Background: an optimization exercise with open tools, aiming at small area. Do not read the settings as production practice. Only simulation tests tie the RTL to the original design; equivalence was not proved. Power figures rest on the tool's default switching activity, not on a simulated workload.

## config.mk

```make
export PLATFORM = sky130hd
export DESIGN_NAME = sce
export DESIGN_NICKNAME = sce
export VERILOG_FILES = /design/flow/design.v
export SDC_FILE = /design/flow/constraint.sdc
export NUM_CORES = 4
export LEC_CHECK = 0
export CAP_MARGIN = 0
export CORE_MARGIN = 2
export CORE_UTILIZATION = 40
export SLEW_MARGIN = 0
export SYNTH_MEMORY_MAX_BITS = 32768
```

## constraint.sdc

```tcl
create_clock -name core_clock -period 18.0 [get_ports {clk}]
set_input_delay 3.6000 -clock core_clock [delete_from_list [all_inputs] [get_ports {clk}]]
set_output_delay 3.6000 -clock core_clock [all_outputs]
set_load 0.01 [all_outputs]
```

## design.v

```verilog
module sce (
    input  wire        clk,
    input  wire        rst,           
    input  wire        strobe,        
    input  wire        bus_valid,
    input  wire        bus_write,
    input  wire [7:0]  bus_addr,
    input  wire [31:0] bus_wdata,
    output wire        bus_ready,
    output reg  [31:0] bus_rdata,
    output reg         bus_err,
    input  wire        ready_in,
    input  wire        fault_in,
    output wire [7:0]  pwm_a,
    output wire [7:0]  pwm_b,
    output wire [7:0]  pwm_c,
    output wire        en_a,
    output wire        en_b,
    output wire        en_c,
    output wire        drv_reset,
    output wire        drv_sleep,
    output wire        led_success,
    output wire        led_fault
);
    localparam [23:0] M3000 = 24'hBB8000;    
    localparam [3:0] S_IDLE  = 4'd0,
                     S_ALIGN = 4'd1,
                     S_ADD   = 4'd2,
                     S_NORM  = 4'd3,
                     S_ROUND = 4'd4,
                     S_POST  = 4'd5,
                     S_FMOD  = 4'd6,
                     S_FIDX  = 4'd7,
                     S_FNORM = 4'd8,
                     S_PACK  = 4'd9,
                     S_IDX   = 4'd10,
                     S_LK0   = 4'd11,
                     S_LK1   = 4'd12,
                     S_LK2   = 4'd13;
    reg        arm, en_a_r, en_b_r, en_c_r, drv_reset_r, drv_sleep_r;
    reg        ind_success, ind_fault, halted;
    reg [31:0] speed;
    reg [31:0] phase;
    reg [7:0]  duty0, duty1, duty2;
    reg [3:0]  state;
    reg        h, g, rr;      
    reg        st;            
    reg        cy;            
    reg [7:0]  e;             
    reg [5:0]  jc;            
    reg [11:0] idx;           
    reg        sub;           
    reg        psm;           
    reg        op2;           
    reg        xneg;          
    reg        fm;            
    reg        negm;          
    wire busy = (state != S_IDLE);
    assign bus_ready = !busy && !strobe;
    wire acc     = bus_valid && bus_ready;
    wire wr_ctrl = acc && bus_write && (bus_addr == 8'h00);
    wire wr_spd  = acc && bus_write && (bus_addr == 8'h08);
    always @(*) begin
        bus_rdata = 32'd0;
        case (bus_addr)
            8'h00: bus_rdata = {24'd0, ind_fault, ind_success, drv_sleep_r, drv_reset_r,
                                en_c_r, en_b_r, en_a_r, arm};
            8'h04: bus_rdata = {29'd0, halted, fault_in, ready_in};
            8'h08: bus_rdata = speed;
            8'h0C: bus_rdata = phase;
            8'h10: bus_rdata = {24'd0, duty0};
            8'h14: bus_rdata = {24'd0, duty1};
            8'h18: bus_rdata = {24'd0, duty2};
            default: bus_rdata = 32'd0;
        endcase
        if (bus_write)
            bus_err = !(bus_addr == 8'h00 || bus_addr == 8'h08);
        else
            bus_err = !(bus_addr == 8'h00 || bus_addr == 8'h04 || bus_addr == 8'h08 ||
                        bus_addr == 8'h0C || bus_addr == 8'h10 || bus_addr == 8'h14 ||
                        bus_addr == 8'h18);
    end
    wire [7:0] exp_p = phase[30:23];
    wire [7:0] exp_s = speed[30:23];
    wire       hid_p = (exp_p != 8'd0);
    wire       hid_s = (exp_s != 8'd0);
    wire [7:0] ep1   = {exp_p[7:1], exp_p[0] | ~hid_p};
    wire [7:0] es1   = {exp_s[7:1], exp_s[0] | ~hid_s};
    wire       psm0  = (es1 >= ep1);
    wire       es_big = (exp_s >= 8'd164);    
    wire [7:0] target = op2 ? 8'd138 : (psm ? es1 : ep1);
    wire       fneg   = op2 & fm;     
    wire       speed_nonfinite = (exp_s == 8'hff);
    wire [31:0] sman = {8'd0, hid_s, speed[22:0]};
    wire       sbit = ~jc[5] & sman[jc[4:0]];
    wire       cbit = (jc < 6'd24) & M3000[jc[4:0]];
    wire       opb  = op2 ? cbit : sbit;
    wire s_idle  = (state == S_IDLE);
    wire s_align = (state == S_ALIGN);
    wire s_add   = (state == S_ADD);
    wire s_norm  = (state == S_NORM);
    wire s_round = (state == S_ROUND);
    wire s_post  = (state == S_POST);
    wire s_fmod  = (state == S_FMOD);
    wire s_fidx  = (state == S_FIDX);
    wire s_fnorm = (state == S_FNORM);
    wire s_pack  = (state == S_PACK);
    wire s_idx   = (state == S_IDX);
    wire go       = s_idle & strobe & arm & ~halted & ~speed_nonfinite;
    wire halt_now = s_idle & strobe & arm & ~halted & speed_nonfinite;
    wire fl       = (e[7:1] == 7'd0);         
    wire al_done  = s_align & (e == target);
    wire al_short = s_align & ~al_done & psm & ~op2 & es_big;
    wire al_cap   = s_align & ~al_done & ~al_short & (jc == 6'd26);
    wire al_step  = s_align & ~al_done & ~al_short & ~al_cap;
    wire add_end  = s_add & (e == 8'd25);
    wire nm_r     = s_norm & ~sub & cy;
    wire nm_l     = s_norm & ~nm_r & sub & ~h & ~fl & (jc != 6'd26);
    wire nm_done  = s_norm & ~nm_r & ~nm_l;
    wire rnd_end  = s_round & ((jc == 6'd25 & ~fm) | (jc == 6'd26));
    wire post_neg = s_post & negm;
    wire post_fm  = s_post & ~negm & fm;
    wire post_dir = s_post & ~negm & ~fm;
    wire post_op2 = post_dir & xneg & ~op2;
    wire fm_end   = s_fmod & (e == 8'd137);
    wire fm_step  = s_fmod & ~fm_end;
    wire fn_step  = s_fnorm & ~h & (e != 8'd114);
    wire ix_take  = s_idx & (e >= 8'd127);
    wire aa     = rr ^ (s_round ? negm : (sub & (fl | psm)));
    wire bb     = (s_add & ~fl) & (opb ^ (sub & ~psm));
    wire s_sum  = aa ^ bb ^ cy;
    wire co_sum = (aa & bb) | (cy & (aa ^ bb));
    wire rnd    = g & (rr | st | phase[0]);
    wire s_rnd  = (jc < 6'd2) ? 1'b0 : ((jc == 6'd26) ? cy : s_sum);
    wire shr    = (al_step & psm) | s_add | nm_r | s_round;
    wire shl    = nm_l | fm_step | fn_step | s_idx;
    wire clr    = al_short | (s_pack & is3000);
    wire shr_in = (s_add & s_sum) | (s_round & s_rnd) | nm_r;
    wire shl_in = s_idx ? h : g;
    wire [9:0] mt   = {h, phase[22:14]};
    wire [8:0] mres = (mt >= 10'd375) ? (mt - 10'd375) : mt[8:0];
    wire [8:0] topl = fm_step ? mres : mt[8:0];    
    wire is3000 = (e == 8'd138) & h & (phase[22:0] == M3000[22:0]);
    wire e_inc = al_step | (s_add & ~add_end) | nm_r | (post_dir & cy);
    wire e_dec = nm_l | fm_step | fn_step | ix_take;
    wire [7:0] e_pm = e + (e_dec ? 8'hff : 8'd1);
    function [6:0] qrom;
        input [9:0] j;
        reg [6:0] base;
        reg [2:0] inc;
        begin
            case (j[9:2])
                8'd0: begin base = 7'd0; inc = 3'd0; end
                8'd1: begin base = 7'd1; inc = 3'd0; end
                8'd2: begin base = 7'd2; inc = 3'd0; end
                8'd3: begin base = 7'd3; inc = 3'd4; end
                8'd4: begin base = 7'd4; inc = 3'd4; end
                8'd5: begin base = 7'd5; inc = 3'd4; end
                8'd6: begin base = 7'd6; inc = 3'd4; end
                8'd7: begin base = 7'd7; inc = 3'd2; end
                8'd8: begin base = 7'd8; inc = 3'd2; end
                8'd9: begin base = 7'd9; inc = 3'd2; end
                8'd10: begin base = 7'd10; inc = 3'd2; end
                8'd11: begin base = 7'd11; inc = 3'd2; end
                8'd12: begin base = 7'd12; inc = 3'd1; end
                8'd13: begin base = 7'd13; inc = 3'd1; end
                8'd14: begin base = 7'd14; inc = 3'd1; end
                8'd15: begin base = 7'd15; inc = 3'd1; end
                8'd16: begin base = 7'd17; inc = 3'd0; end
                8'd17: begin base = 7'd18; inc = 3'd0; end
                8'd18: begin base = 7'd19; inc = 3'd0; end
                8'd19: begin base = 7'd20; inc = 3'd0; end
                8'd20: begin base = 7'd21; inc = 3'd4; end
                8'd21: begin base = 7'd22; inc = 3'd4; end
                8'd22: begin base = 7'd23; inc = 3'd4; end
                8'd23: begin base = 7'd24; inc = 3'd4; end
                8'd24: begin base = 7'd25; inc = 3'd4; end
                8'd25: begin base = 7'd26; inc = 3'd2; end
                8'd26: begin base = 7'd27; inc = 3'd2; end
                8'd27: begin base = 7'd28; inc = 3'd2; end
                8'd28: begin base = 7'd29; inc = 3'd2; end
                8'd29: begin base = 7'd30; inc = 3'd2; end
                8'd30: begin base = 7'd31; inc = 3'd2; end
                8'd31: begin base = 7'd32; inc = 3'd2; end
                8'd32: begin base = 7'd33; inc = 3'd1; end
                8'd33: begin base = 7'd34; inc = 3'd1; end
                8'd34: begin base = 7'd35; inc = 3'd1; end
                8'd35: begin base = 7'd36; inc = 3'd1; end
                8'd36: begin base = 7'd37; inc = 3'd1; end
                8'd37: begin base = 7'd38; inc = 3'd1; end
                8'd38: begin base = 7'd39; inc = 3'd1; end
                8'd39: begin base = 7'd40; inc = 3'd1; end
                8'd40: begin base = 7'd41; inc = 3'd1; end
                8'd41: begin base = 7'd42; inc = 3'd1; end
                8'd42: begin base = 7'd43; inc = 3'd1; end
                8'd43: begin base = 7'd44; inc = 3'd1; end
                8'd44: begin base = 7'd45; inc = 3'd1; end
                8'd45: begin base = 7'd46; inc = 3'd1; end
                8'd46: begin base = 7'd47; inc = 3'd1; end
                8'd47: begin base = 7'd48; inc = 3'd1; end
                8'd48: begin base = 7'd49; inc = 3'd1; end
                8'd49: begin base = 7'd50; inc = 3'd1; end
                8'd50: begin base = 7'd51; inc = 3'd1; end
                8'd51: begin base = 7'd52; inc = 3'd1; end
                8'd52: begin base = 7'd53; inc = 3'd1; end
                8'd53: begin base = 7'd54; inc = 3'd1; end
                8'd54: begin base = 7'd55; inc = 3'd2; end
                8'd55: begin base = 7'd56; inc = 3'd2; end
                8'd56: begin base = 7'd57; inc = 3'd2; end
                8'd57: begin base = 7'd58; inc = 3'd2; end
                8'd58: begin base = 7'd59; inc = 3'd2; end
                8'd59: begin base = 7'd60; inc = 3'd4; end
                8'd60: begin base = 7'd61; inc = 3'd4; end
                8'd61: begin base = 7'd62; inc = 3'd4; end
                8'd62: begin base = 7'd63; inc = 3'd0; end
                8'd63: begin base = 7'd64; inc = 3'd0; end
                8'd64: begin base = 7'd65; inc = 3'd0; end
                8'd65: begin base = 7'd66; inc = 3'd0; end
                8'd66: begin base = 7'd66; inc = 3'd1; end
                8'd67: begin base = 7'd67; inc = 3'd1; end
                8'd68: begin base = 7'd68; inc = 3'd2; end
                8'd69: begin base = 7'd69; inc = 3'd2; end
                8'd70: begin base = 7'd70; inc = 3'd2; end
                8'd71: begin base = 7'd71; inc = 3'd4; end
                8'd72: begin base = 7'd72; inc = 3'd0; end
                8'd73: begin base = 7'd73; inc = 3'd0; end
                8'd74: begin base = 7'd74; inc = 3'd0; end
                8'd75: begin base = 7'd74; inc = 3'd1; end
                8'd76: begin base = 7'd75; inc = 3'd1; end
                8'd77: begin base = 7'd76; inc = 3'd2; end
                8'd78: begin base = 7'd77; inc = 3'd4; end
                8'd79: begin base = 7'd78; inc = 3'd0; end
                8'd80: begin base = 7'd79; inc = 3'd0; end
                8'd81: begin base = 7'd80; inc = 3'd0; end
                8'd82: begin base = 7'd80; inc = 3'd1; end
                8'd83: begin base = 7'd81; inc = 3'd2; end
                8'd84: begin base = 7'd82; inc = 3'd4; end
                8'd85: begin base = 7'd83; inc = 3'd0; end
                8'd86: begin base = 7'd84; inc = 3'd0; end
                8'd87: begin base = 7'd84; inc = 3'd1; end
                8'd88: begin base = 7'd85; inc = 3'd2; end
                8'd89: begin base = 7'd86; inc = 3'd4; end
                8'd90: begin base = 7'd87; inc = 3'd0; end
                8'd91: begin base = 7'd88; inc = 3'd0; end
                8'd92: begin base = 7'd88; inc = 3'd1; end
                8'd93: begin base = 7'd89; inc = 3'd4; end
                8'd94: begin base = 7'd90; inc = 3'd0; end
                8'd95: begin base = 7'd91; inc = 3'd0; end
                8'd96: begin base = 7'd91; inc = 3'd1; end
                8'd97: begin base = 7'd92; inc = 3'd4; end
                8'd98: begin base = 7'd93; inc = 3'd0; end
                8'd99: begin base = 7'd94; inc = 3'd0; end
                8'd100: begin base = 7'd94; inc = 3'd2; end
                8'd101: begin base = 7'd95; inc = 3'd0; end
                8'd102: begin base = 7'd96; inc = 3'd0; end
                8'd103: begin base = 7'd96; inc = 3'd1; end
                8'd104: begin base = 7'd97; inc = 3'd4; end
                8'd105: begin base = 7'd98; inc = 3'd0; end
                8'd106: begin base = 7'd98; inc = 3'd1; end
                8'd107: begin base = 7'd99; inc = 3'd4; end
                8'd108: begin base = 7'd100; inc = 3'd0; end
                8'd109: begin base = 7'd100; inc = 3'd1; end
                8'd110: begin base = 7'd101; inc = 3'd4; end
                8'd111: begin base = 7'd102; inc = 3'd0; end
                8'd112: begin base = 7'd102; inc = 3'd2; end
                8'd113: begin base = 7'd103; inc = 3'd0; end
                8'd114: begin base = 7'd104; inc = 3'd0; end
                8'd115: begin base = 7'd104; inc = 3'd2; end
                8'd116: begin base = 7'd105; inc = 3'd0; end
                8'd117: begin base = 7'd105; inc = 3'd1; end
                8'd118: begin base = 7'd106; inc = 3'd0; end
                8'd119: begin base = 7'd107; inc = 3'd0; end
                8'd120: begin base = 7'd107; inc = 3'd4; end
                8'd121: begin base = 7'd108; inc = 3'd0; end
                8'd122: begin base = 7'd108; inc = 3'd2; end
                8'd123: begin base = 7'd109; inc = 3'd0; end
                8'd124: begin base = 7'd109; inc = 3'd1; end
                8'd125: begin base = 7'd110; inc = 3'd0; end
                8'd126: begin base = 7'd110; inc = 3'd1; end
                8'd127: begin base = 7'd111; inc = 3'd0; end
                8'd128: begin base = 7'd111; inc = 3'd1; end
                8'd129: begin base = 7'd112; inc = 3'd0; end
                8'd130: begin base = 7'd112; inc = 3'd1; end
                8'd131: begin base = 7'd113; inc = 3'd0; end
                8'd132: begin base = 7'd113; inc = 3'd1; end
                8'd133: begin base = 7'd114; inc = 3'd0; end
                8'd134: begin base = 7'd114; inc = 3'd1; end
                8'd135: begin base = 7'd115; inc = 3'd0; end
                8'd136: begin base = 7'd115; inc = 3'd2; end
                8'd137: begin base = 7'd116; inc = 3'd0; end
                8'd138: begin base = 7'd116; inc = 3'd4; end
                8'd139: begin base = 7'd117; inc = 3'd0; end
                8'd140: begin base = 7'd117; inc = 3'd0; end
                8'd141: begin base = 7'd117; inc = 3'd1; end
                8'd142: begin base = 7'd118; inc = 3'd0; end
                8'd143: begin base = 7'd118; inc = 3'd4; end
                8'd144: begin base = 7'd119; inc = 3'd0; end
                8'd145: begin base = 7'd119; inc = 3'd0; end
                8'd146: begin base = 7'd119; inc = 3'd2; end
                8'd147: begin base = 7'd120; inc = 3'd0; end
                8'd148: begin base = 7'd120; inc = 3'd0; end
                8'd149: begin base = 7'd120; inc = 3'd1; end
                8'd150: begin base = 7'd121; inc = 3'd0; end
                8'd151: begin base = 7'd121; inc = 3'd0; end
                8'd152: begin base = 7'd121; inc = 3'd2; end
                8'd153: begin base = 7'd122; inc = 3'd0; end
                8'd154: begin base = 7'd122; inc = 3'd0; end
                8'd155: begin base = 7'd122; inc = 3'd4; end
                8'd156: begin base = 7'd123; inc = 3'd0; end
                8'd157: begin base = 7'd123; inc = 3'd0; end
                8'd158: begin base = 7'd123; inc = 3'd0; end
                8'd159: begin base = 7'd123; inc = 3'd2; end
                8'd160: begin base = 7'd124; inc = 3'd0; end
                8'd161: begin base = 7'd124; inc = 3'd0; end
                8'd162: begin base = 7'd124; inc = 3'd0; end
                8'd163: begin base = 7'd124; inc = 3'd0; end
                8'd164: begin base = 7'd125; inc = 3'd0; end
                8'd165: begin base = 7'd125; inc = 3'd0; end
                8'd166: begin base = 7'd125; inc = 3'd0; end
                8'd167: begin base = 7'd125; inc = 3'd0; end
                8'd168: begin base = 7'd125; inc = 3'd0; end
                8'd169: begin base = 7'd125; inc = 3'd1; end
                8'd170: begin base = 7'd126; inc = 3'd0; end
                8'd171: begin base = 7'd126; inc = 3'd0; end
                8'd172: begin base = 7'd126; inc = 3'd0; end
                8'd173: begin base = 7'd126; inc = 3'd0; end
                8'd174: begin base = 7'd126; inc = 3'd0; end
                8'd175: begin base = 7'd126; inc = 3'd0; end
                8'd176: begin base = 7'd126; inc = 3'd0; end
                8'd177: begin base = 7'd127; inc = 3'd0; end
                8'd178: begin base = 7'd127; inc = 3'd0; end
                8'd179: begin base = 7'd127; inc = 3'd0; end
                8'd180: begin base = 7'd127; inc = 3'd0; end
                8'd181: begin base = 7'd127; inc = 3'd0; end
                8'd182: begin base = 7'd127; inc = 3'd0; end
                8'd183: begin base = 7'd127; inc = 3'd0; end
                8'd184: begin base = 7'd127; inc = 3'd0; end
                8'd185: begin base = 7'd127; inc = 3'd0; end
                8'd186: begin base = 7'd127; inc = 3'd0; end
                8'd187: begin base = 7'd127; inc = 3'd0; end
                default: begin base = 7'd0; inc = 3'd0; end
            endcase
            qrom = base + (j[1:0] > 2'd0 ? inc[0] : 1'b0)
                        + (j[1:0] > 2'd1 ? inc[1] : 1'b0)
                        + (j[1:0] > 2'd2 ? inc[2] : 1'b0);
        end
    endfunction
    wire        ic1  = (idx >= 12'd751);
    wire        ic2  = (idx >= 12'd1500);
    wire        ic3  = (idx >= 12'd2251);
    wire        ineg = ic1 ^ ic2 ^ ic3;
    wire [11:0] ik   = ic3 ? 12'd3000 : (ic2 ? 12'd2596 : (ic1 ? 12'd1500 : 12'd0));
    wire [11:0] ij   = (idx ^ {12{ineg}}) + ik + {11'd0, ineg};
    wire [6:0]  iv   = qrom(ij[9:0]);
    wire        ijz  = (ij[9:0] == 10'd0);
    wire [7:0]  tval = ic2 ? (ijz ? 8'h80 : {1'b0, ~iv}) : {1'b1, iv};
    wire [11:0] idxn = idx + ((idx >= 12'd2000) ? 12'd2096 : 12'd1000);
    reg [3:0] state_n;
    always @(*) begin
        state_n = state;
        case (state)
            S_IDLE:  if (go) state_n = S_ALIGN;
            S_ALIGN: if (al_done) state_n = S_ADD;
            S_ADD:   if (add_end) state_n = fneg ? S_FIDX : ((sub & ~co_sum) ? S_ROUND : S_NORM);
            S_NORM:  if (nm_done) state_n = S_ROUND;
            S_ROUND: if (rnd_end) state_n = S_POST;
            S_POST:  state_n = negm ? S_NORM : (fm ? S_FMOD : ((xneg & ~op2) ? S_ALIGN : S_PACK));
            S_FMOD:  if (fm_end) state_n = xneg ? S_ALIGN : S_FIDX;
            S_FIDX:  state_n = S_FNORM;
            S_FNORM: if (!fn_step) state_n = S_PACK;
            S_PACK:  state_n = S_IDX;
            S_IDX:   if (jc == 6'd23) state_n = S_LK0;
            S_LK0:   state_n = S_LK1;
            S_LK1:   state_n = S_LK2;
            default: state_n = S_IDLE;
        endcase
    end
    always @(posedge clk) begin
        if (rst) begin
            arm         <= 1'b0;
            en_a_r      <= 1'b0;
            en_b_r      <= 1'b0;
            en_c_r      <= 1'b0;
            drv_reset_r <= 1'b0;
            drv_sleep_r <= 1'b0;
            ind_success <= 1'b0;
            ind_fault   <= 1'b0;
            halted      <= 1'b0;
            speed       <= 32'd0;
            duty0       <= 8'd0;
            duty1       <= 8'd0;
            duty2       <= 8'd0;
            state       <= S_IDLE;
        end else begin
            state <= state_n;
            if (wr_ctrl) begin
                if (!halted) begin
                    arm    <= bus_wdata[0];
                    en_a_r <= bus_wdata[1];
                    en_b_r <= bus_wdata[2];
                    en_c_r <= bus_wdata[3];
                end else begin
                    arm    <= 1'b0;
                    en_a_r <= 1'b0;
                    en_b_r <= 1'b0;
                    en_c_r <= 1'b0;
                end
                drv_reset_r <= bus_wdata[4];
                drv_sleep_r <= bus_wdata[5];
                ind_success <= bus_wdata[6];
                if (bus_wdata[7])
                    ind_fault <= 1'b1;
            end
            if (wr_spd)
                speed <= bus_wdata;
            if (halt_now) begin
                halted <= 1'b1;
                arm    <= 1'b0;
                en_a_r <= 1'b0;
                en_b_r <= 1'b0;
                en_c_r <= 1'b0;
            end
            if (go && fault_in)
                ind_fault <= 1'b1;
            if (state == S_LK0) duty0 <= tval;
            if (state == S_LK1) duty1 <= tval;
            if (state == S_LK2) duty2 <= tval;
        end
    end
    always @(posedge clk) begin
        if (rst || clr) begin
            phase[22:0] <= 23'd0;
        end else if (shr) begin
            phase[22:0] <= {h, phase[22:1]};
        end else if (shl) begin
            phase[22:0] <= {topl[7:0], phase[13:0], shl_in};
        end
        if (rst || (s_pack && is3000)) begin
            phase[31:23] <= 9'd0;
        end else if (s_pack) begin
            phase[31:23] <= {1'b0, h ? e[7:0] : 8'd0};
        end
    end
    always @(posedge clk) begin
        if (go)
            h <= hid_p;
        else if (clr)
            h <= 1'b0;
        else if (shr)
            h <= shr_in;
        else if (shl)
            h <= topl[8];
        else if (post_dir && cy)
            h <= 1'b1;
        if (go || clr) begin
            g  <= 1'b0;
            rr <= 1'b0;
        end else if (shr) begin
            g  <= phase[0];
            rr <= g;
        end else if (shl) begin
            g  <= rr;
            rr <= 1'b0;
        end else if (al_step) begin      
            g  <= sbit;
            rr <= g;
        end
        if (go || clr || post_op2 || fm_end)
            st <= 1'b0;
        else if (al_step || nm_r)
            st <= st | rr;
        if (al_done)
            cy <= sub & ~st;
        else if (s_add)
            cy <= co_sum;
        else if (nm_r)
            cy <= 1'b0;
        else if (s_round && jc == 6'd0)
            cy <= negm | rnd;
        else if (s_round && jc >= 6'd2)
            cy <= aa & cy;
        if (go)
            e <= psm0 ? ep1 : es1;
        else if (al_done)
            e <= 8'd0;
        else if (al_short || al_cap || add_end)
            e <= target;
        else if (s_fidx || (fm_end && xneg))
            e <= 8'd138;
        else if (e_inc || e_dec)
            e <= e_pm;
        if (go || (al_done && psm) || add_end || nm_done || post_neg || post_op2 || s_pack)
            jc <= 6'd0;
        else if (al_step || (s_add && !fl) || nm_l || s_round || s_idx)
            jc <= jc + 6'd1;
        if (s_pack)
            idx <= 12'd0;
        else if (ix_take)
            idx <= {idx[10:0], h};
        else if (state == S_LK0 || state == S_LK1)
            idx <= idxn;
        if (go) begin
            sub  <= speed[31];
            psm  <= psm0;
            xneg <= psm0 & speed[31];
            op2  <= 1'b0;
            negm <= 1'b0;
            fm   <= 1'b0;
        end
        if (add_end && !fneg && sub && !co_sum) begin
            negm <= 1'b1;
            xneg <= ~xneg;
        end
        if (post_neg)
            negm <= 1'b0;
        if (nm_done)
            fm <= ~op2 & (e >= 8'd138);
        if (post_op2 || (fm_end && xneg)) begin
            op2  <= 1'b1;
            psm  <= 1'b1;
            sub  <= 1'b1;
            xneg <= 1'b0;
        end
    end
    assign pwm_a       = duty0;
    assign pwm_b       = duty1;
    assign pwm_c       = duty2;
    assign en_a        = en_a_r;
    assign en_b        = en_b_r;
    assign en_c        = en_c_r;
    assign drv_reset   = drv_reset_r;
    assign drv_sleep   = drv_sleep_r;
    assign led_success = ind_success;
    assign led_fault   = ind_fault;
endmodule
```

## flow/run.sh

```bash
#!/bin/bash
# Own layout flow: the standard flow (standard.sh, ORFS from synthesis to
# the final layout) with two changes on make's command line:
#   SYNTH_SCRIPT       flow/area_synth.tcl: the standard synthesis with
#                      Yosys's default ABC mapping (see that file);
#   BUFFER_PORTS_ARGS  the port buffers that ORFS puts on every input and
#                      output are sky130_fd_sc_hd__buf_1 cells;
#   CTS_ARGS           clock tree buffers from CTS_BUF (below), sinks
#                      clustered by CTS_CLUSTER, no dummy loads.
# Everything else (floorplan, tap cells, power grid, placement, CTS,
# routing, the settings in config.mk) is the standard flow's. make's output
# goes to flow.log here; each ORFS step logs under orfs/logs/.
set -euo pipefail
cd "$(dirname "${BASH_SOURCE[0]}")/.."
work=$PWD
CTS_BUF=${CTS_BUF:-sky130_fd_sc_hd__clkbuf_8}
CTS_CLUSTER=${CTS_CLUSTER:-}
CTS_ROOT=${CTS_ROOT:-}
cts="-sink_clustering_enable -repair_clock_nets -buf_list $CTS_BUF -dont_use_dummy_load"
if [[ -n $CTS_ROOT ]]; then cts="$cts -root_buf $CTS_ROOT"; fi
if [[ -n $CTS_CLUSTER ]]; then cts="$cts -sink_clustering_size $CTS_CLUSTER"; fi
grep -q 'SYNTH_SCRIPT=' standard.sh
sed -e "s#SYNTH_SCRIPT=[^ ]*#SYNTH_SCRIPT=$work/flow/area_synth.tcl 'BUFFER_PORTS_ARGS=-buffer_cell sky130_fd_sc_hd__buf_1' 'CTS_ARGS=$cts'#" \
    standard.sh > own_standard.sh
bash own_standard.sh finish > flow.log 2>&1
test -s out/final.def
```

## flow/abc_map.script

```
strash; &get -n; &fraig -x; &put; dc2; strash; &get -n; &dch -f; &nf -R 1000 -C 32 -p; &put
```

## flow/area_synth.tcl

```tcl
# The standard synthesis (synth_recipe.tcl in the work folder, sourced
# unchanged) with two differences in how the combinational logic is mapped:
#  - ABC runs flow/abc_map.script (Yosys's default ABC script for liberty
#    libraries, with an area-leaning &nf) instead of ORFS's
#    abc_speed.script with its buffering and up-sizing;
#  - ADDER_MAP_FILE is cleared, so adders are not extracted into
#    half/full-adder cells but left to ABC as plain logic.
# The flip-flops are mapped by dfflibmap, which neither change touches, so
# every register keeps the name and cell type the standard synthesis gives.
proc abc {args} {
  foreach opt {-script -D -constr} {
    set i [lsearch -exact $args $opt]
    if { $i >= 0 } {
      set args [lreplace $args $i [expr {$i + 1}]]
    }
  }
  log_cmd yosys abc -script $::area_synth_abc_script {*}$args
}
set ::area_synth_abc_script [file join [file dirname [file normalize [info script]]] abc_map.script]
set ::env(ADDER_MAP_FILE) ""
source [file join [file dirname [file dirname [file normalize [info script]]]] synth_recipe.tcl]
```

## standard.sh

```bash
#!/bin/bash
# synth_recipe.tcl (not shown) runs the flow's synth.tcl, then flattens the netlist and writes it again
# the make line also repeats each setting of config.mk as NAME=value (left out here)
make -C /OpenROAD-flow-scripts/flow DESIGN_CONFIG=/design/flow/config.mk WORK_HOME=/design/flow/orfs CLKGATE_MAP_FILE= SYNTH_SCRIPT=/design/flow/synth_recipe.tcl "${@:-finish}"
```

==> results of run 1 <==
==> worst max-delay path: stages <==
cell	delay, ps
buf_1	70
or4_1	640
nor3_2	1110
buf_4	420
a222oi_1	150
nand2_1	140
buf_1	160
==> synthesized netlist by cell type, types with 20 or more instances <==
cell type	instances	share of area [%]
a22o_1	23	2.3
nand3_1	33	1.9
nor3_1	53	3.0
nor2_1	174	7.3
xor2_1	20	2.0
nand2_1	186	7.8
nand2b_1	26	1.8
a211oi_1	38	3.2
o21ai_0	78	4.4
a21oi_1	152	8.5
xnor2_1	38	3.7
a22oi_1	25	2.1
dfxtp_1	126	28
==> worst paths after layout <==
kind	start	endpoint	slack, ps	depth (start not counted)
worst min register to register	speed[8]	speed[8]	480	2
worst max register to register	idx[4]	duty0[4]	9910	27
worst max-delay path	bus_addr[5]	bus_rdata[6]	8090	7
worst min-delay path	speed[8]	speed[8]	480	2
==> through the flow <==
step,total power (W),area [um^2],util [%]
final,0.00124,10100,46.3
after detailed placement,0.00104,9860,45.2
after CTS,0.00123,10100,46.3
after global placement,0.00104,9860,45.2
after global routing,0.00132,10100,46.3
after floorplan,0.000851,8910,-
==> logic make-up (layout without fill, tap and decap cells) <==
group / after synthesis / in the layout / share of synthesized area [%]
simple gates: 566 / 566 / 28.8
buf+inv: 17 / 168 / 0.716
fa+ha+maj: 4 / 4 / 0.450
mux: 9 / 9 / 1.01
compound gates: 435 / 435 / 31.3
flops: 137 / 137 / 32.0
xor+xnor: 58 / 58 / 5.70
==> report_power, final <==
part,internal [W],switching [W],total [W]
logic,0.000219,0.000394,0.000613
clock network,0.0000832,0.000108,0.000191
registers,0.000350,0.0000824,0.000433
==> layout by cell type (no fill, tap or decap), types with 26 or more instances in the layout <==
cell | Yosys | routed
dfxtp_1 | 126 | 126
o21ai_0 | 78 | 77
xnor2_1 | 38 | 38
a211oi_1 | 38 | 38
buf_1 | 0 | 110
nor3_1 | 53 | 52
nand3_1 | 33 | 33
nand2b_1 | 26 | 26
nand2_1 | 186 | 186
nor2_1 | 174 | 174
a21oi_1 | 152 | 152
==> registers in the layout (all words and copies together) (netlist names), 4 cells and up <==
name   cells
duty0      8
duty1      8
duty2      8
e          8
exp_p      8
idx       12
jc         6
mt         9
phase     14
speed     32
state      4
==> layout make-up <==
cell class                 instances  area [um^2]
fill                            2320        11700
multi-input combinational       1072         6000
sequential                       137         2850
timing repair buffer             134          591
tap                              280          350
clock buffer                      17          234
inverter                          17         63.8
==> per-layer routing <==
layer	global-route usage, %	vias up
met5	0	-
met4	10.4	2
met2	44.2	396
met1	35.9	4840
li1	-	4934
met3	4.62	59
==> qor.txt, run 1 <==
Status: complete, no violations
Antenna violations before repair: 1
Die area: 23500 um^2
Core area: 21800 um^2
Final Skew: 40.8 ps
Lkg Pwr: 3.33 nW
Total Routing Usage GR: 27.1%
Max Clock Freq: 101 MHz
Row cnt: 54
Yosys cell types: 55
Pins over their slew limit: 0
# setup viols final: 0
Placed insts: 1640
Tcrit/Tclk final: 55.0%
Worst Setup Path Type: in2out
Pwr dens: 123 nW/um^2
Largest net degree at the start of global routing: 68
Vias per std cell: 6.17
Global route total overflow: 0
Post-CTS Hold Buffers: 0
Number of synthesized flops with an enable pin: 11
Highest routed layer: met5
Min Hold Slack: 480 ps
DRC Markers: 0
Min-delay worst type: reg2reg
I/O Buffers: 111
Worst VDD drop: 0.0952 mV
Maxcap violations: 0
RSZ-0062 raised after global routing: no
DP HPWL: 23600 um
Starting Density: 40.8%
Final GP Congestion: 0.980
Worst-skew pair later-pin latency: 460 ps
CP endpoint kind: output pin
Remaining antenna violation count: 0
Syn_area_per_cell: 7.27 um^2
Slew @ Worst Pin: 1370 ps
Syn nets: 1273
Final net count: 1426
Post-Layout Cell Count: 1657
Die X: 153 um
Chip height: 153 um
CTS Buf Count: 17
First-pass GRT wire length: 51600 um
Worst-path clk slew: 80 ps
WP data required: 14400 ps
Startpoint types: primary input
Async SR Flop Fraction: 0%
Sequential element share of the synthesized area: 32.0%
Number of global-route vias before repair: 9441
Synthesis-stage register bit count: 137
Antenna cells: 0
Metal3 WL: 2110 um
H-tree depth: 4
Drt pass-1 iters: 7
Hold Fails Final Rpt: 0
CTS tree: done
CTS resizes: 0
Initial DRC Count: 978
Clk buf depth: 2
Slew headroom: 8.08%
Yosys Warn Count: 1
CTS root buf: clkbuf_8
Final Critical Period: 9910 ps
WL/cell: 19.8 um
Metal-1 WL: 14400 um
Gate Count Post-Synth: 1226
Crit path max fanout: 20
Post-route setup TNS: 0 ps
Met2 Routed Length: 15100 um
Post-synth top flop: dfxtp_1
Area growth, synth to finish: 13.3%
Post-CTS setup repair buffer count: 0
Arrival time of the worst setup path: 6310 ps
Clock sink count: 137
Ports: 112
WL final: 32700 um
Via count: 10200
Syn Std Cell Area: 8910 um^2
Layout cell share with drive strength beyond 1: 3.20%
Dpl ws: 8160 ps
Setup slack after layout: 8090 ps
==> run 2, diff against run 1 <==
==> flow/run.sh (replaced) <==
#!/bin/bash
# Own layout flow: the standard flow (standard.sh, ORFS from synthesis to
# the final layout) with three changes on make's command line:
#   SYNTH_SCRIPT       flow/area_synth.tcl: the standard synthesis, with the
#                      combinational logic mapped for area (see that file);
#   BUFFER_PORTS_ARGS  the port buffers that ORFS puts on every input and
#                      output are sky130_fd_sc_hd__buf_1 cells;
#   CTS_ARGS           the clock tree is built from
#                      sky130_fd_sc_hd__clkbuf_8 cells, without dummy loads.
# Everything else (floorplan, tap cells, power grid, placement, CTS,
# routing, the settings in config.mk) is the standard flow's. make's output
# goes to flow.log here; each ORFS step logs under orfs/logs/.
set -euo pipefail
cd "$(dirname "${BASH_SOURCE[0]}")/.."
work=$PWD
cts="-sink_clustering_enable -repair_clock_nets -buf_list sky130_fd_sc_hd__clkbuf_8 -dont_use_dummy_load"
grep -q 'SYNTH_SCRIPT=' standard.sh
sed -e "s#SYNTH_SCRIPT=[^ ]*#SYNTH_SCRIPT=$work/flow/area_synth.tcl 'BUFFER_PORTS_ARGS=-buffer_cell sky130_fd_sc_hd__buf_1' 'CTS_ARGS=$cts'#" \
    standard.sh > own_standard.sh
bash own_standard.sh finish > flow.log 2>&1
test -s out/final.def
--- a/config.mk
+++ b/config.mk
@@ -7,6 +7,7 @@
 export LEC_CHECK = 0
 export CAP_MARGIN = 0
 export CORE_MARGIN = 2
-export CORE_UTILIZATION = 40
+export CORE_UTILIZATION = 60
+export PLACE_DENSITY = 0.85
 export SLEW_MARGIN = 0
 export SYNTH_MEMORY_MAX_BITS = 32768
==> run 2 against run 1 <==
Against the previous run:
- first-iteration DRC count up 49%
- via count up 4.4%
- clock power down 3%
- synthesized cell count unchanged
- combinational power up 1%
==> qor.txt, run 2 <==
Endpoint, Worst Hold: speed[12]
Slew headroom: 29.0%
Slew @ Worst Pin: 1060 ps
Sequential share of power: 34.8%
Total Routing Usage GR: 36.7%
Startpoint types: primary input
Crit-path max cell delay: 780 ps
Number of global-route vias before repair: 9408
Number of synthesized flops with an enable pin: 11
CTS Buf Count: 17
Max Clock Freq: 108 MHz
Max FFs per register: 32
H-tree depth: 4
Cell internal pwr: 0.000651 W
Final net count: 1424
WP data required: 14400 ps
Min-delay worst type: reg2reg
Largest net degree at the start of global routing: 68
Worst Setup Path Type: in2out
Clk buf depth: 2
Switching power share of the total: 47.5%
I/O Buffers: 111
Sequential element share of the synthesized area: 32.0%
CP cell instances: buf_1 > or4b_1 > nor3_1 > a222oi_1 > nand3_1 > buf_1
R2R depth: 29
R2R Path Start: idx[8]
Post-route setup TNS: 0 ps
Worst-skew pair later-pin latency: 460 ps
Syn_area_per_cell: 7.27 um^2
Via count: 10700
R2R Path End: duty0[4]
Clock sink count: 137
Final Critical Period: 9220 ps
Top cell by count, worst path: buf_1
Arrival time of the worst setup path: 5620 ps
Crit. Startpoint: bus_addr[5]
Most frequent cells in the layout: nand2_1, nor2_1, a21oi_1, dfxtp_1, buf_1
Placed cell area: 9730 um^2
Lkg Pwr: 3.32 nW
Chip height: 126 um
Synth top cells by count: nand2_1, nor2_1, a21oi_1
Global route total overflow: 0
DRC Markers: 0
Post-synth top flop: dfxtp_1
DP HPWL: 21300 um
Final GP Congestion: 1.03
Hold path start: speed[12]
Antenna cells: 0
Final Skew: 40.8 ps
CTS root buf: clkbuf_8
Syn nets: 1273
WL/cell: 19.3 um
Clock Power Share: 15.0%
CP max-delay cell: nor3_1
Die X: 126 um
Biggest regs: speed: 32 flops, phase: 14 flops, idx: 12 flops
Most frequent cell after synthesis: nand2_1
P_sw: 0.000589 W
First-pass GRT wire length: 48000 um
Area growth, synth to finish: 11.8%
CTS tree: done
Remaining antenna violation count: 0
Synthesis-stage register bit count: 137
Yosys cell types: 55
Post-CTS Hold Buffers: 0
Async SR Flop Fraction: 0%
Layout cell share with drive strength beyond 1: 3.05%
Antenna violations before repair: 0
Maxcap violations: 0
Gate Count Post-Synth: 1226
Finished Cell Area: 9960 um^2
Worst VDD drop: 0.0788 mV
Top-area cell type share of the netlist area: 28.3%
Pwr dens: 125 nW/um^2
WL final: 30100 um
Combinational power share: 50.2%
Yosys Warn Count: 1
Post-CTS setup repair buffer count: 0
CTS resizes: 0
Initial DRC Count: 1456
Vias per std cell: 6.85
Syn Std Cell Area: 8910 um^2
Min Hold Slack: 468 ps
Core area: 14500 um^2
Tcrit/Tclk final: 51.2%
Most common cell after layout, fill and taps aside: nand2_1
# setup viols final: 0
Ports: 112
Hold depth: 2
Die area: 15800 um^2
Hold Fails Final Rpt: 0
Reg2Reg Setup Slack: 9980 ps
Row cnt: 44
Status: complete, no violations
Crit path max fanout: 9
Largest area contributor in the netlist: dfxtp_1
Pins over their slew limit: 0
Top post-synthesis cells by area: dfxtp_1, a21oi_1, nand2_1, nor2_1, o21ai_0
RSZ-0062 raised after global routing: no
Drt pass-1 iters: 8
CP endpoint kind: output pin
Worst-path clk slew: 60 ps
Starting Density: 61.3%
Register bank with the most flops: speed
## run 2: changes by cell type in the layout (fill, tap and decap cells not counted)
cell	delta
buf_4	-2
o21ai_0	+1
o21ai_1	-1
## run 2: critical path, delay by kind of cell
family | cells | cell delay, ps
buffers and inverters | 2 | 250
AO/OA/AOI/OAI | 1 | 220
AND/OR/NAND/NOR | 3 | 1550
## run 2: worst max path at each step
| stage | end | slack [ps] | cells past startpoint |
|---|---|---|---|
| 2_1_floorplan | bus_rdata[0] | 7750 | 4 |
| 3_3_place_gp | bus_rdata[24] | 8840 | 6 |
| 3_5_place_dp | bus_rdata[7] | 8820 | 7 |
| 4_1_cts | bus_rdata[7] | 8810 | 7 |
| 5_1_grt | bus_rdata[15] | 8630 | 6 |
| 6_report | bus_rdata[0] | 8780 | 6 |
## run 2: power by group through the flow
stage               Sequential, W  Combinational, W  Clock [W]
CTS                      0.000427          0.000601   0.000187
detailed placement       0.000434          0.000597          0
floorplan                0.000407          0.000444          0
global placement         0.000434          0.000594          0
global route             0.000437          0.000679   0.000199
finish                   0.000432          0.000622   0.000186
## run 2: cell type report
type / count / area, um^2
Inverter: 17 / 63.8
Clock buffer: 17 / 234
Sequential cell: 137 / 2850
Multi-Input combinational cell: 1072 / 6000
Fill cell: 1323 / 4570
Tap cell: 184 / 230
Timing Repair Buffer: 132 / 576
## run 2: layer usage
metal	part of all wire [%]	wire length, um	GRT usage (%)
met4	3.4	1010	13.4
met1	40	11900	49.6
met2	45	13700	58.3
met3	12	3460	7.60
met5	0	0	0
## run 2: stage by stage
step / setup WS, ps / power [W] / utilization [%] / instances
2_1_floorplan: 7750 / 0.000851 / - / 1226
3_3_place_gp: 8840 / 0.00103 / 66.9 / 1542
3_5_place_dp: 8820 / 0.00103 / 66.9 / 1542
4_1_cts: 8810 / 0.00122 / 68.5 / 1559
5_1_grt: 8630 / 0.00131 / 68.5 / 1559
6_report: 8780 / 0.00124 / 68.5 / 1559
## run 2: kinds of logic (layout without fill, tap and decap cells)
group                    Yosys count  in the layout  synth area share [%]
XOR/XNOR                          58             58                  5.70
adder cells (fa/ha/maj)            4              4                 0.450
buffers and inverters             17            166                 0.716
AND/OR/NAND/NOR                  566            566                  28.8
flip-flops                       137            137                  32.0
AO/OA/AOI/OAI                    435            435                  31.3
multiplexers                       9              9                  1.01
==> run 3, diff against run 2 <==
--- a/design.v
+++ b/design.v
@@ -102,7 +102,6 @@
     wire s_round = (state == S_ROUND);
     wire s_post  = (state == S_POST);
     wire s_fmod  = (state == S_FMOD);
-    wire s_fidx  = (state == S_FIDX);
     wire s_fnorm = (state == S_FNORM);
     wire s_pack  = (state == S_PACK);
     wire s_idx   = (state == S_IDX);
@@ -361,12 +360,11 @@
         case (state)
             S_IDLE:  if (go) state_n = S_ALIGN;
             S_ALIGN: if (al_done) state_n = S_ADD;
-            S_ADD:   if (add_end) state_n = fneg ? S_FIDX : ((sub & ~co_sum) ? S_ROUND : S_NORM);
+            S_ADD:   if (add_end) state_n = fneg ? S_FNORM : ((sub & ~co_sum) ? S_ROUND : S_NORM);
             S_NORM:  if (nm_done) state_n = S_ROUND;
             S_ROUND: if (rnd_end) state_n = S_POST;
             S_POST:  state_n = negm ? S_NORM : (fm ? S_FMOD : ((xneg & ~op2) ? S_ALIGN : S_PACK));
-            S_FMOD:  if (fm_end) state_n = xneg ? S_ALIGN : S_FIDX;
-            S_FIDX:  state_n = S_FNORM;
+            S_FMOD:  if (fm_end) state_n = xneg ? S_ALIGN : S_FNORM;
             S_FNORM: if (!fn_step) state_n = S_PACK;
             S_PACK:  state_n = S_IDX;
             S_IDX:   if (jc == 6'd23) state_n = S_LK0;
@@ -485,7 +483,7 @@
             e <= 8'd0;
         else if (al_short || al_cap || add_end)
             e <= target;
-        else if (s_fidx || (fm_end && xneg))
+        else if (fm_end)
             e <= 8'd138;
         else if (e_inc || e_dec)
             e <= e_pm;
--- a/config.mk
+++ b/config.mk
@@ -7,7 +7,7 @@
 export LEC_CHECK = 0
 export CAP_MARGIN = 0
 export CORE_MARGIN = 2
-export CORE_UTILIZATION = 60
-export PLACE_DENSITY = 0.85
+export CORE_UTILIZATION = 40
+export GPL_TIMING_DRIVEN = 0
 export SLEW_MARGIN = 0
 export SYNTH_MEMORY_MAX_BITS = 32768
==> run 3 against run 2 <==
Against the previous run:
- largest cell class unchanged
- clock-buffer cell count is the same
- worst hold slack better by 4.3 ps
- sequential cell count unchanged
- still clean
- sequential share of layout area fell by 0.48 points
- clock power increased by 2%
==> qor.txt, run 3 <==
Status: complete, no violations
Ports: 112
Final Skew: 50.9 ps
I/O Buffers: 111
Clk buf depth: 2
Top-area cell type share of the netlist area: 28.3%
CP cell instances: buf_1 > or4_1 > nor3_2 > buf_8 > buf_6 > a22o_1 > buf_1
CTS resizes: 0
Final Critical Period: 9460 ps
Register bank with the most flops: speed
Yosys Warn Count: 1
Syn Std Cell Area: 8910 um^2
Post-synth top flop: dfxtp_1
Placed cell area: 9880 um^2
Worst VDD drop: 0.146 mV
CTS tree: done
Initial DRC Count: 1079
Syn nets: 1262
DP HPWL: 23100 um
Most frequent cell after synthesis: nand2_1
Final GP Congestion: 0.961
Worst-skew pair later-pin latency: 470 ps
Die area: 23500 um^2
WL/cell: 19.3 um
Number of synthesized flops with an enable pin: 11
Max FFs per register: 32
Post-CTS setup repair buffer count: 0
Chip height: 153 um
RSZ-0062 raised after global routing: no
# setup viols final: 0
Layout cell share with drive strength beyond 1: 3.10%
Post-CTS Hold Buffers: 0
CP endpoint kind: output pin
Pwr dens: 191 nW/um^2
Top cell by count, worst path: buf_1
Antenna violations before repair: 0
Starting Density: 40.8%
Worst path top cell family by delay: simple AND/OR/NAND/NOR gates
CTS Buf Count: 17
Worst Setup Path Type: in2out
Startpoint types: primary input
Biggest regs: speed: 32 flops, phase: 14 flops, idx: 12 flops
Final net count: 1404
Via count: 10100
H-tree depth: 4
Largest area contributor in the netlist: dfxtp_1
CP max-delay cell: nor3_2
Worst-path clk slew: 80 ps
Drt pass-1 iters: 5
Slew @ Worst Pin: 1340 ps
Vias per std cell: 6.20
Min-delay worst type: reg2reg
Largest net degree at the start of global routing: 37
Global route total overflow: 0
Remaining antenna violation count: 0
Hold Fails Final Rpt: 0
Gate Count Post-Synth: 1215
WL final: 31500 um
Most frequent cells in the layout: nand2_1, nor2_1, a21oi_1, dfxtp_1, buf_1
Lkg Pwr: 3.37 nW
Antenna cells: 0
WP data required: 14400 ps
Area growth, synth to finish: 13.7%
Crit-path max cell delay: 750 ps
Pins over their slew limit: 0
Synth top cells by count: nand2_1, nor2_1, a21oi_1
Sequential element share of the synthesized area: 32.0%
Clock sink count: 137
Total Routing Usage GR: 26.2%
Tcrit/Tclk final: 52.6%
First-pass GRT wire length: 50500 um
Async SR Flop Fraction: 0%
Top post-synthesis cells by area: dfxtp_1, nand2_1, a21oi_1, nor2_1, o21ai_0
Maxcap violations: 0
Most common cell after layout, fill and taps aside: nand2_1
Row cnt: 54
DRC Markers: 0
Synthesis-stage register bit count: 137
Slew headroom: 9.78%
Arrival time of the worst setup path: 5860 ps
Yosys cell types: 58
Finished Cell Area: 10100 um^2
Die X: 153 um
Core area: 21800 um^2
Syn_area_per_cell: 7.33 um^2
CTS root buf: clkbuf_8
Crit path max fanout: 16
Post-route setup TNS: 0 ps
Max Clock Freq: 106 MHz
WP buf/inv: 4
Min Hold Slack: 472 ps
Number of global-route vias before repair: 9192
-- run 3: area by class of cell --
type | instances | area (um^2)
clock buffer | 17 | 234
fill | 2279 | 11700
inverter | 23 | 86.3
timing repair buffer | 123 | 573
multi-input combinational | 1055 | 6030
tap | 280 | 350
sequential | 137 | 2850
-- run 3: kinds of logic after synthesis --
family	count (synthesis)	share of synthesized area, %
AOI/OAI and AO/OA	429	31.2
and+or+nand+nor	544	27.4
xor gates and xnor gates	63	6.19
muxes	13	1.52
DFF	137	32.0
buffers and inverters	23	0.969
adders and majority gates	6	0.674
-- run 3: worst reg2reg max path, cell delays in order, from the launching register on --
cell and delay (ps):
dfxtp_1 430, o211ai_1 310, o21bai_1 110, a31oi_1 940, nand2_1 230, nand2_1 340
xor2_1 260, xnor2_1 130, o21ai_0 270, and2_0 250, a21oi_1 170, o21ai_0 590
a21oi_1 340, xnor2_1 200, and3_1 200, xnor2_1 860, nor2_1 390, a221oi_1 380
o211ai_1 190, maj3_1 430, xor2_1 240, nand2_1 110, o21a_1 140, nor2_1 150
nand2_1 90, xnor2_1 190, mux2i_1 470, a211oi_1 140
-- run 3: routing by layer --
metal | vias to the layer above | track usage (%) | part of all wire [%]
met2 | 446 | 41.3 | 46
met3 | 34 | 4.11 | 7.9
li1 | 4867 | - | -
met4 | 0 | 6.39 | 1.5
met5 | - | 0 | 0
met1 | 4789 | 37.6 | 45
-- run 3: path summary, 6_finish.rpt --
kind	from	endpoint	slack [ps]	cells past startpoint
worst max-delay path	bus_addr[5]	bus_rdata[23]	8540	7
worst min-delay path	speed[8]	speed[8]	470	2
worst max register to register	idx[4]	duty0[4]	9350	27
worst min register to register	speed[8]	speed[8]	470	2
-- run 3: stage by stage --
stage	setup WS (ps)	utilization [%]	instances	power [W]
3_3_place_gp	5680	44.3	1606	0.00168
5_1_grt	8390	46.4	1635	0.00209
6_report	8540	46.4	1635	0.00194
2_1_floorplan	7740	-	1215	0.00135
4_1_cts	8550	46.3	1634	0.00190
3_5_place_dp	8560	45.3	1617	0.00171
-- run 3: where the power goes --
part	switching, W	total [W]	internal [W]
registers	0.0000920	0.000445	0.000353
logic	0.000841	0.00130	0.000459
clock network	0.000107	0.000190	0.0000832
total	0.00104	0.00194	0.000896
==> run 4, diff against run 3 <==
--- a/design.v
+++ b/design.v
@@ -102,6 +102,7 @@
     wire s_round = (state == S_ROUND);
     wire s_post  = (state == S_POST);
     wire s_fmod  = (state == S_FMOD);
+    wire s_fidx  = (state == S_FIDX);
     wire s_fnorm = (state == S_FNORM);
     wire s_pack  = (state == S_PACK);
     wire s_idx   = (state == S_IDX);
@@ -360,11 +361,12 @@
         case (state)
             S_IDLE:  if (go) state_n = S_ALIGN;
             S_ALIGN: if (al_done) state_n = S_ADD;
-            S_ADD:   if (add_end) state_n = fneg ? S_FNORM : ((sub & ~co_sum) ? S_ROUND : S_NORM);
+            S_ADD:   if (add_end) state_n = fneg ? S_FIDX : ((sub & ~co_sum) ? S_ROUND : S_NORM);
             S_NORM:  if (nm_done) state_n = S_ROUND;
             S_ROUND: if (rnd_end) state_n = S_POST;
             S_POST:  state_n = negm ? S_NORM : (fm ? S_FMOD : ((xneg & ~op2) ? S_ALIGN : S_PACK));
-            S_FMOD:  if (fm_end) state_n = xneg ? S_ALIGN : S_FNORM;
+            S_FMOD:  if (fm_end) state_n = xneg ? S_ALIGN : S_FIDX;
+            S_FIDX:  state_n = S_FNORM;
             S_FNORM: if (!fn_step) state_n = S_PACK;
             S_PACK:  state_n = S_IDX;
             S_IDX:   if (jc == 6'd23) state_n = S_LK0;
@@ -483,7 +485,7 @@
             e <= 8'd0;
         else if (al_short || al_cap || add_end)
             e <= target;
-        else if (fm_end)
+        else if (s_fidx || (fm_end && xneg))
             e <= 8'd138;
         else if (e_inc || e_dec)
             e <= e_pm;
==> flow/abc_map.script (replaced) <==
strash; &get -n; &fraig -x; &put; dc2; strash; dch -f; amap; topo
--- a/flow/area_synth.tcl
+++ b/flow/area_synth.tcl
@@ -1,8 +1,8 @@
 # The standard synthesis (synth_recipe.tcl in the work folder, sourced
 # unchanged) with two differences in how the combinational logic is mapped:
-#  - ABC runs flow/abc_map.script (Yosys's default ABC script for liberty
-#    libraries, with an area-leaning &nf) instead of ORFS's
-#    abc_speed.script with its buffering and up-sizing;
+#  - ABC runs flow/abc_map.script (the start of Yosys's default ABC script
+#    for liberty libraries, then ABC's area-oriented mapper amap) instead of
+#    ORFS's abc_speed.script with its buffering and up-sizing;
 #  - ADDER_MAP_FILE is cleared, so adders are not extracted into
 #    half/full-adder cells but left to ABC as plain logic.
 # The flip-flops are mapped by dfflibmap, which neither change touches, so
--- a/config.mk
+++ b/config.mk
@@ -7,7 +7,7 @@
 export LEC_CHECK = 0
 export CAP_MARGIN = 0
 export CORE_MARGIN = 2
-export CORE_UTILIZATION = 40
-export GPL_TIMING_DRIVEN = 0
+export CORE_UTILIZATION = 60
+export PLACE_DENSITY = 0.85
 export SLEW_MARGIN = 0
 export SYNTH_MEMORY_MAX_BITS = 32768
==> run 4 against run 3 <==
Against the previous run:
- non-clock buffer count up 7
- global-route usage grew 15 points
- maximum frequency fell by 3.5%
- clock power fell by 2%
- first-iteration DRC count increased by 63%
- sequential cell count is the same
==> qor.txt, run 4 <==
Status: complete, no violations
Maxcap violations: 0
Antenna violations before repair: 0
CP max-delay cell: clkinv_1
Chip height: 126 um
Core area: 14500 um^2
Area growth, synth to finish: 11.6%
Final GP Congestion: 1.04
Row cnt: 44
CP endpoint kind: output pin
Hold Fails Final Rpt: 0
Top cell by count, worst path: buf_1
Number of synthesized flops with an enable pin: 11
Ports: 112
Worst setup path endpoint: bus_rdata[30]
Largest family of logic cells by synthesized area: compound AO/OA/AOI/OAI gates
Worst Setup Path Type: in2out
Arrival time of the worst setup path: 6210 ps
P_sw: 0.000907 W
Tcrit/Tclk final: 54.5%
Slew headroom: 10.7%
Syn nets: 1311
Via count: 11000
Sequential element share of the synthesized area: 32.1%
Post-Synth XOR/XNOR Area: 0%
Startpoint types: primary input
Switching power share of the total: 54.0%
CTS Buf Count: 17
Max FFs per register: 32
Most frequent cells in the layout: nor2_1, clkinv_1, dfxtp_1, o21ai_0, buf_1
Vias per std cell: 6.87
Remaining antenna violation count: 0
Post-CTS setup repair buffer count: 0
Global route total overflow: 0
Layout cell share with drive strength beyond 1: 2.62%
I/O Buffers: 111
Post-Synth Adder-Cell Area: 0%
Worst-skew pair later-pin latency: 470 ps
Starting Density: 61.3%
Pwr dens: 170 nW/um^2
Lkg Pwr: 3.22 nW
Reg2Reg Setup Slack: 9380 ps
Hold path start: speed[21]
Post-CTS Hold Buffers: 0
R2R depth: 42
Final Skew: 29.0 ps
Most frequent cell after synthesis: nor2_1
CTS resizes: 0
Slew @ Worst Pin: 1330 ps
WL/cell: 20.6 um
CP cell instances: buf_1 > or2_0 > or3_1 > nor3_2 > buf_4 > clkinv_1 > o22ai_1 > buf_1
CTS root buf: clkbuf_8
Top-area cell type share of the netlist area: 28.4%
Number of global-route vias before repair: 9790
Synthesis-stage register bit count: 137
Largest area contributor in the netlist: dfxtp_1
Worst VDD drop: 0.104 mV
Gate Count Post-Synth: 1264
Yosys cell types: 50
Syn Std Cell Area: 8880 um^2
First-pass GRT wire length: 51900 um
Synth top cells by count: nor2_1, clkinv_1, dfxtp_1
Clock sink count: 137
Fillers: 1301
Compound-Gate Fraction of Synth Area: 36.2%
WL final: 32900 um
Combinational power share: 65.1%
Worst-path clk slew: 70 ps
H-tree depth: 4
Clk buf depth: 2
Yosys Warn Count: 1
Final Util: 68.4%
Initial DRC Count: 1755
Pins over their slew limit: 0
R2R Path Start: idx[4]
DP HPWL: 24400 um
Post-synth top flop: dfxtp_1
Register bank with the most flops: speed
Syn_area_per_cell: 7.02 um^2
Top post-synthesis cells by area: dfxtp_1, nor2_1, o21ai_0, clkinv_1, o221a_1
Cell internal pwr: 0.000773 W
Multi-input gate area: 5470 um^2
Die area: 15800 um^2
Post-route setup TNS: 0 ps
Most common cell after layout, fill and taps aside: nor2_1
Drt pass-1 iters: 7
Share of synthesized area spent on multiplexers: 0%
R2R Path End: duty2[5]
Simple-gate share of the synthesized area: 25.4%
Sequential share of power: 23.9%
Final Critical Period: 9810 ps
Die X: 126 um
DRC Markers: 0
Clock Power Share: 11.1%
Final net count: 1460
Crit path max fanout: 18
# setup viols final: 0
Async SR Flop Fraction: 0%
Crit. Startpoint: bus_addr[7]
RSZ-0062 raised after global routing: no
Largest net degree at the start of global routing: 47
Crit-path max cell delay: 610 ps
Biggest regs: speed: 32 flops, phase: 14 flops, idx: 12 flops
Antenna cells: 0
Total Routing Usage GR: 40.8%
WP data required: 14400 ps
Max Clock Freq: 102 MHz
CTS tree: done
Min-delay worst type: reg2reg
FF/Latch Area: 2850 um^2
==> run 4: kinds of logic after synthesis <==
family | Yosys count
AO/OA/AOI/OAI | 458
buffers and inverters | 149
flip-flops | 137
AND/OR/NAND/NOR | 520
==> run 4: stage by stage <==
stage	hold slack, ps	setup WS [ps]	total power, W	std cells	area (um^2)
after floorplan	431	8270	0.00116	1264	8880
after global placement	452	8410	0.00145	1578	9670
after detailed placement	454	8300	0.00145	1578	9670
after CTS	463	8280	0.00163	1595	9910
after global routing	500	8130	0.00180	1595	9910
final	467	8190	0.00168	1595	9910
==> run 4: critical path: cells and delay by family <==
kind / cells / cell delay [ps]
AO/OA/AOI/OAI: 1 / 530
buffers and inverters: 4 / 1170
AND/OR/NAND/NOR: 3 / 890
==> run 4: how the worst min path moves through the flow <==
stage | cells after the start | end | slack (ps)
finish | 2 | speed[21] | 470
global route | 2 | speed[17] | 500
CTS | 2 | speed[21] | 460
detailed placement | 2 | speed[21] | 450
global placement | 2 | speed[21] | 450
floorplan | 2 | speed[8] | 430
==> run 4: area by class of cell <==
cell class / instances / area share (%)
Clock buffer: 17 / 2.36
Sequential cell: 137 / 28.8
Inverter: 149 / 5.65
Timing Repair Buffer: 130 / 5.65
Multi-Input combinational cell: 978 / 55.2
Tap cell: 184 / 2.32
==> run 4: power by group through the flow <==
stage                     clock [W]  combinational [W]  sequential (W)
final                      0.000186            0.00109        0.000401
after global placement            0            0.00105        0.000403
after detailed placement          0            0.00104        0.000405
after CTS                  0.000186            0.00105        0.000398
after floorplan                   0           0.000770        0.000389
after global routing       0.000198            0.00120        0.000406
==> run 4: per-layer routing <==
metal / part of all wire (%) / up-vias / global-route usage (%) / routed length, um
met3: 14 / 111 / 10.5 / 4660
met1: 41 / 4969 / 58.2 / 13300
met4: 3.4 / 0 / 12.7 / 1120
met5: 0 / - / 0 / 0
li1: - / 5065 / - / -
met2: 42 / 816 / 60.6 / 13700

-- static timing again, ports no longer ideal --
In the flow no input, the clock included, has a driving cell. The finished layouts below were timed again as built, in two steps. Step 1, drivers: a clkbuf_16 drives clk and a buf_2 each remaining input, both assumed. Step 2, shift: input delay + t, output delay - t, t = (earliest + latest rising clock arrival at the registers) / 2. This alone moves slack from input paths to output paths. Slacks: ideal / step 1 / step 2; pairs: ideal / step 1.
run	t, ns	slack for setup (ns)	slew at the worst register clock pin (ns)
run 1	0.486	8.094 / 8.075 / 8.075	0.09 / 0.09
run 2	0.476	8.778 / 8.758 / 8.758	0.09 / 0.09
run 3	0.480	8.537 / 8.513 / 8.513	0.11 / 0.11
run 4	0.491	8.193 / 8.173 / 8.173	0.09 / 0.09
After both steps every run listed still meets setup and hold. For run 3, which loses most, drivers alone change the setup slack by -0.024 ns; drivers and shift together by -0.024 ns.
